Source: an optimization exercise on an open RTL-to-GDS flow (aim: small area and a short achievable clock period). Production flows keep margins and buffers that such runs may drop.
The RTL was checked by simulation tests, not by an equivalence proof against the original design.
Power and IR drop assume default switching activity.

==> inputs of v9 <==
## seenc_top
module seenc_top (
    input  wire        clk,
    input  wire        rst,         
    input  wire        in_valid,
    input  wire [7:0]  cmd,
    input  wire [63:0] in_x,
    input  wire [63:0] in_y,
    input  wire [63:0] in_z,
    input  wire [31:0] in_a,
    input  wire [31:0] in_b,
    output reg         out_valid,
    output wire [31:0] out_a,
    output wire [31:0] out_b,
    output wire [63:0] out_x,
    output wire [63:0] out_y,
    output wire [63:0] out_z,
    output reg         err
);
Settings: LEC_CHECK=0, ABC_AREA=1, CAP_MARGIN=20, CORE_MARGIN=2, CORE_UTILIZATION=50, SLEW_MARGIN=20; clock period 65.0 ns.
standard.sh (not shown) runs the stock make flow with config.mk's settings and CLKGATE_MAP_FILE= SYNTH_SCRIPT=/design/flow/synth_recipe.tcl, a recipe that flattens the netlist after the stock synthesis.
==> flow/flow/run.sh <==
#!/bin/bash
# The standard layout, with three changes:
#  - after the standard synthesis, the combinational logic between the
#    flip-flops is re-optimized for area by a second ABC pass (reopt.ys);
#    every flip-flop stays as the standard synthesis made it;
#  - the smallest plain buffer (buf_1) buffers each port, instead of the
#    delay buffer buffer_ports picks by default;
#  - timing repair is asked to leave a setup margin, so that it works on
#    the paths that set the achieved period.
set -euo pipefail
export BUFFER_PORTS_ARGS="-buffer_cell sky130_fd_sc_hd__buf_1"
export SETUP_SLACK_MARGIN=50.6
RES=$PWD/orfs/results/$FLOW_PLATFORM/seenc_top/base

bash standard.sh $RES/1_2_yosys.v > synth.log 2>&1

mkdir -p reopt
cp $RES/1_2_yosys.v reopt/in.v
cp $FLOW_HOME/platforms/$FLOW_PLATFORM/lib/sky130_fd_sc_hd__tt_025C_1v80.lib reopt/lib.lib
cp flow/reopt.ys flow/area.abc reopt/
(cd reopt && yosys -s reopt.ys > ../reopt.log 2>&1)
cp reopt/out.v $RES/1_2_yosys.v
rm -f reopt/lib.lib

bash standard.sh > standard.log 2>&1
==> flow/flow/area.abc <==
strash
dc2
&get -n
&dch -f
&nf -R 1000
&put
strash
dc2
&get -n
&dch -f
&nf -R 1000
&put
strash
&get -n
&dch -f
&nf -R 1000
&put
topo
==> flow/flow/reopt.ys <==
# Re-map the combinational logic of the standard synthesis netlist for area.
# Every flip-flop instance is kept as it is (same cell, same name); only the
# logic between them is re-optimized by ABC and mapped again to the library.
read_verilog in.v
read_liberty -ignore_miss_func lib.lib
hierarchy -top seenc_top
setattr -mod -set keep_hierarchy 1 sky130_fd_sc_hd__dfxtp_1 sky130_fd_sc_hd__dfxtp_2 sky130_fd_sc_hd__dfxtp_4
flatten
opt_clean
abc -liberty lib.lib -script area.abc -dont_use sky130_fd_sc_hd__lpflow_bleeder_1 -dont_use sky130_fd_sc_hd__lpflow_clkbufkapwr_1 -dont_use sky130_fd_sc_hd__lpflow_clkbufkapwr_16 -dont_use sky130_fd_sc_hd__lpflow_clkbufkapwr_2 -dont_use sky130_fd_sc_hd__lpflow_clkbufkapwr_4 -dont_use sky130_fd_sc_hd__lpflow_clkbufkapwr_8 -dont_use sky130_fd_sc_hd__lpflow_clkinvkapwr_1 -dont_use sky130_fd_sc_hd__lpflow_clkinvkapwr_16 -dont_use sky130_fd_sc_hd__lpflow_clkinvkapwr_2 -dont_use sky130_fd_sc_hd__lpflow_clkinvkapwr_4 -dont_use sky130_fd_sc_hd__lpflow_clkinvkapwr_8 -dont_use sky130_fd_sc_hd__lpflow_decapkapwr_12 -dont_use sky130_fd_sc_hd__lpflow_decapkapwr_3 -dont_use sky130_fd_sc_hd__lpflow_decapkapwr_4 -dont_use sky130_fd_sc_hd__lpflow_decapkapwr_6 -dont_use sky130_fd_sc_hd__lpflow_decapkapwr_8 -dont_use sky130_fd_sc_hd__lpflow_inputiso0n_1 -dont_use sky130_fd_sc_hd__lpflow_inputiso0p_1 -dont_use sky130_fd_sc_hd__lpflow_inputiso1n_1 -dont_use sky130_fd_sc_hd__lpflow_inputiso1p_1 -dont_use sky130_fd_sc_hd__lpflow_inputisolatch_1 -dont_use sky130_fd_sc_hd__lpflow_isobufsrc_1 -dont_use sky130_fd_sc_hd__lpflow_isobufsrc_16 -dont_use sky130_fd_sc_hd__lpflow_isobufsrc_2 -dont_use sky130_fd_sc_hd__lpflow_isobufsrc_4 -dont_use sky130_fd_sc_hd__lpflow_isobufsrc_8 -dont_use sky130_fd_sc_hd__lpflow_isobufsrckapwr_16 -dont_use sky130_fd_sc_hd__lpflow_lsbuf_lh_hl_isowell_tap_1 -dont_use sky130_fd_sc_hd__lpflow_lsbuf_lh_hl_isowell_tap_2 -dont_use sky130_fd_sc_hd__lpflow_lsbuf_lh_hl_isowell_tap_4 -dont_use sky130_fd_sc_hd__lpflow_lsbuf_lh_isowell_4 -dont_use sky130_fd_sc_hd__lpflow_lsbuf_lh_isowell_tap_1 -dont_use sky130_fd_sc_hd__lpflow_lsbuf_lh_isowell_tap_2 -dont_use sky130_fd_sc_hd__lpflow_lsbuf_lh_isowell_tap_4 -dont_use sky130_fd_sc_hd__probe_p_8 -dont_use sky130_fd_sc_hd__probec_p_8
opt_clean -purge
hilomap -singleton -hicell sky130_fd_sc_hd__conb_1 HI -locell sky130_fd_sc_hd__conb_1 LO
splitnets
opt_clean -purge
# ports that alias another net get a buffer, as in the standard synthesis
insbuf -buf sky130_fd_sc_hd__buf_4 A X
rename -hide w:*.*
opt_clean -purge
stat -liberty lib.lib
select seenc_top
write_verilog -noattr -nohex -nodec -selected out.v
==> v4: changes against v9 <==
--- a/flow/design.v
+++ b/flow/design.v
@@ -183,21 +183,19 @@
     assign sz = oh[1] & in_a[26] | oh[2] & in_a[29] | oh[3] & in_b[15] | oh[4] & in_a[30] | oh[5] & in_b[24];
 endmodule
 module seenc_dec_back (
     input  wire        d32,    
     input  wire        d64,    
-    input  wire        n32,    
-    input  wire        n64,    
     input  wire        b64,    
     input  wire        s,
     input  wire [16:0] fr,
     input  wire [7:0]  e32,
     output wire [63:0] f
 );
-    assign f[63:35] = {d64 & s, n64 & e32[7], {3{b64}}, {24{n64}} & {e32[6:0], fr}};
+    assign f[63:35] = {{2{d64}} & {s, e32[7]}, {3{b64}}, {24{d64}} & {e32[6:0], fr}};
     assign f[34:32] = 3'd0;
-    assign f[31:6]  = {d32 & s, {25{n32}} & {e32, fr}};
+    assign f[31:6]  = {26{d32}} & {s, e32, fr};
     assign f[5:0]   = 6'd0;
 endmodule
 `default_nettype wire
 `default_nettype none
 module seenc_core (
@@ -208,12 +206,11 @@
     input  wire [30:0] cx, cy, cz,
     output wire        enc,
     output wire        dec32,
     output wire        dec64,
     output wire        err,
-    output wire [77:0] res,       
-    output wire [2:0]  dnz        
+    output wire [77:0] res        
 );
     wire legal = ~cmd_hi & (|oh) & (~prec | oh[5]);
     assign enc   = legal & ~dir;
     assign dec32 = legal & dir & ~prec;
     assign dec64 = legal & dir & prec;
@@ -259,14 +256,13 @@
         .px(yx), .py(yy), .pz(yz), .word_a(wa), .word_b(wb)
     );
     wire [17:0] nx = rev18(yx[18:1]);
     wire [17:0] ny = rev18(yy[18:1]);
     wire [17:0] nz = rev18(yz[18:1]);
-    assign dnz = {dmx != 18'd0, dmy != 18'd0, dmz != 18'd0};
-    wire [7:0]  ex32 = dnz[2] ? (deb - {3'd0, lzx}) : 8'd0;
-    wire [7:0]  ey32 = dnz[1] ? (deb - {3'd0, lzy}) : 8'd0;
-    wire [7:0]  ez32 = dnz[0] ? (deb - {3'd0, lzz}) : 8'd0;
+    wire [7:0]  ex32 = (dmx == 18'd0) ? 8'd0 : (deb - {3'd0, lzx});
+    wire [7:0]  ey32 = (dmy == 18'd0) ? 8'd0 : (deb - {3'd0, lzy});
+    wire [7:0]  ez32 = (dmz == 18'd0) ? 8'd0 : (deb - {3'd0, lzz});
     assign res = dir ? {dsx, nx[16:0], ex32, dsy, ny[16:0], ey32, dsz, nz[16:0], ez32}
                      : {14'd0, wb, wa};
 endmodule
 `default_nettype wire
 `default_nettype none
@@ -322,38 +318,31 @@
                 c_q[k] <= is_raw[k] ? raw[k] : enc_in[k];    
         end
     end
     wire        c_enc, c_d32, c_d64, c_err;
     wire [77:0] c_res;
-    wire [2:0]  c_dnz;
     seenc_core u_core (
         .oh(oh_q), .dir(dir_q), .prec(prec_q), .cmd_hi(hi_q), .cx(c_q[92:62]), .cy(c_q[61:31]), .cz(c_q[30:0]),
-        .enc(c_enc), .dec32(c_d32), .dec64(c_d64), .err(c_err), .res(c_res), .dnz(c_dnz)
+        .enc(c_enc), .dec32(c_d32), .dec64(c_d64), .err(c_err), .res(c_res)
     );
     reg [77:0] r;
-    reg        r_enca, r_encb, r_d32, r_d64;
-    reg [2:0]  r_n32, r_n64, r_b64;
-    wire [2:0] nzc = c_dnz;
+    reg [1:0]  r_enc;
+    reg [2:0]  r_d32, r_d64, r_b64;
+    wire [2:0] nzc = {|c_res[59:52], |c_res[33:26], |c_res[7:0]};
     wire [2:0] e7c = {c_res[59], c_res[33], c_res[7]};
     always @(posedge clk) begin
         if (rst) out_valid <= 1'b0;
         else     out_valid <= v_q;
-        err    <= c_err;
-        r_enca <= c_enc;
-        r_encb <= c_enc & (oh_q[3] | oh_q[4] | oh_q[5]);
-        r_d32  <= c_d32;
-        r_d64  <= c_d64;
-        r_n32  <= {3{c_d32}} & nzc;
-        r_n64  <= {3{c_d64}} & nzc;
-        r_b64  <= {3{c_d64}} & nzc & ~e7c;
-        r      <= c_res;
+        err   <= c_err;
+        r_enc <= {2{c_enc}};
+        r_d32 <= {3{c_d32}};
+        r_d64 <= {3{c_d64}};
+        r_b64 <= {3{c_d64}} & nzc & ~e7c;
+        r     <= c_res;
     end
-    assign out_a = {32{r_enca}} & r[31:0];
-    assign out_b = {32{r_encb}} & r[63:32];
-    seenc_dec_back u_bx (.d32(r_d32), .d64(r_d64), .n32(r_n32[2]), .n64(r_n64[2]), .b64(r_b64[2]),
-                         .s(r[77]), .fr(r[76:60]), .e32(r[59:52]), .f(out_x));
-    seenc_dec_back u_by (.d32(r_d32), .d64(r_d64), .n32(r_n32[1]), .n64(r_n64[1]), .b64(r_b64[1]),
-                         .s(r[51]), .fr(r[50:34]), .e32(r[33:26]), .f(out_y));
-    seenc_dec_back u_bz (.d32(r_d32), .d64(r_d64), .n32(r_n32[0]), .n64(r_n64[0]), .b64(r_b64[0]),
-                         .s(r[25]), .fr(r[24:8]),  .e32(r[7:0]),   .f(out_z));
+    assign out_a = {32{r_enc[0]}} & r[31:0];
+    assign out_b = {32{r_enc[1]}} & r[63:32];
+    seenc_dec_back u_bx (.d32(r_d32[2]), .d64(r_d64[2]), .b64(r_b64[2]), .s(r[77]), .fr(r[76:60]), .e32(r[59:52]), .f(out_x));
+    seenc_dec_back u_by (.d32(r_d32[1]), .d64(r_d64[1]), .b64(r_b64[1]), .s(r[51]), .fr(r[50:34]), .e32(r[33:26]), .f(out_y));
+    seenc_dec_back u_bz (.d32(r_d32[0]), .d64(r_d64[0]), .b64(r_b64[0]), .s(r[25]), .fr(r[24:8]),  .e32(r[7:0]),   .f(out_z));
 endmodule
 `default_nettype wire
--- a/flow/flow/run.sh
+++ b/flow/flow/run.sh
@@ -7,11 +7,11 @@
 #    delay buffer buffer_ports picks by default;
 #  - timing repair is asked to leave a setup margin, so that it works on
 #    the paths that set the achieved period.
 set -euo pipefail
 export BUFFER_PORTS_ARGS="-buffer_cell sky130_fd_sc_hd__buf_1"
-export SETUP_SLACK_MARGIN=50.6
+export SETUP_SLACK_MARGIN=51.0
 RES=$PWD/orfs/results/$FLOW_PLATFORM/seenc_top/base
 
 bash standard.sh $RES/1_2_yosys.v > synth.log 2>&1
 
 mkdir -p reopt
==> flow/flow/area.abc (replaced) <==
strash
dc2
dch -f
map -a
strash
dch -f
map -a
topo
==> flow/flow/reopt.ys (replaced) <==
# Re-map the combinational logic of the standard synthesis netlist for area.
# Every flip-flop instance is kept as it is (same cell, same name); only the
# logic between them is re-optimized by ABC and mapped again to the library.
read_verilog in.v
read_liberty -ignore_miss_func lib.lib
hierarchy -top seenc_top
setattr -mod -set keep_hierarchy 1 sky130_fd_sc_hd__dfxtp_1 sky130_fd_sc_hd__dfxtp_2 sky130_fd_sc_hd__dfxtp_4
flatten
opt_clean
abc -liberty lib.lib -script area.abc -dont_use sky130_fd_sc_hd__probe_p_8 -dont_use sky130_fd_sc_hd__probec_p_8
opt_clean -purge
hilomap -singleton -hicell sky130_fd_sc_hd__conb_1 HI -locell sky130_fd_sc_hd__conb_1 LO
splitnets
opt_clean -purge
# ports that alias another net get a buffer, as in the standard synthesis
insbuf -buf sky130_fd_sc_hd__buf_4 A X
rename -hide w:*.*
opt_clean -purge
stat -liberty lib.lib
select seenc_top
write_verilog -noattr -nohex -nodec -selected out.v
==> v17: changes against v9 <==
--- a/flow/flow/run.sh
+++ b/flow/flow/run.sh
@@ -7,11 +7,11 @@
 #    delay buffer buffer_ports picks by default;
 #  - timing repair is asked to leave a setup margin, so that it works on
 #    the paths that set the achieved period.
 set -euo pipefail
 export BUFFER_PORTS_ARGS="-buffer_cell sky130_fd_sc_hd__buf_1"
-export SETUP_SLACK_MARGIN=50.6
+export SETUP_SLACK_MARGIN=50.7
 RES=$PWD/orfs/results/$FLOW_PLATFORM/seenc_top/base
 
 bash standard.sh $RES/1_2_yosys.v > synth.log 2>&1
 
 mkdir -p reopt
--- a/flow/flow/area.abc
+++ b/flow/flow/area.abc
@@ -1,5 +1,22 @@
+strash
+dc2
+&get -n
+&dch -f
+&nf -R 1000
+&put
+strash
+dc2
+&get -n
+&dch -f
+&nf -R 1000
+&put
+strash
+&get -n
+&dch -f
+&nf -R 1000
+&put
 strash
 dc2
 &get -n
 &dch -f
 &nf -R 1000
==> results.txt <==
v9 finished with timing, DRC and antenna clean. v4 passed the timing, design-rule and antenna checks. v17 finished clean. Between v4 and v9, the lower sequential power is in v4 (gap about 12%, measured against v9). The highest register-to-register slack belongs to v4, the lowest to v17. In sequential cell count, v17 and v9 do not differ. Against v9, the non-clock buffer count of v4 is lower by 7. Clock-buffer cell count: v4 is lower than v17 (2). Against v4, the clock skew of v9 is lower by 21 ps. Of v17 and v4, v17 has the higher maximum frequency (gap about 0.8%, measured against v4). Sequential share of layout area: v4 < v17 < v9. Critical path depth: v9 > v4 > v17. The highest utilization belongs to v4, the lowest to v9.

[re-timing with driven ports]
The results above use ideal ports. As a check the final layouts listed here were re-extracted and re-timed, cells and wires unchanged.
Step 1 assumes that a clkbuf_16 drives the clock port and a buf_2 every other input.
Step 2 adds t to the input delays and takes it off the output delays; t is the mean of the earliest and latest rising clock arrival at the registers after step 1. Input paths then give back, and output paths get back, about the clock's delay inside the block.
a / b / c = no drivers / after step 1 / after step 2; a / b = the first two.
run	t (ns)	setup slack, ns	worst setup path at the end	worst register clock-pin slew, ns	pins driven straight from the clock port
v9	0.524	50.635 / 50.594 / 50.147	input to register	0.08 / 0.08	1
v4	0.552	50.526 / 50.468 / 50.568	input to register	0.10 / 0.10	1
v17	0.544	50.647 / 50.585 / 50.298	input to register	0.08 / 0.08	1
After both steps setup and hold are still met in every run listed. The setup slack of v9, which loses most, moves by -0.041 ns with the drivers and by -0.488 ns with both steps.
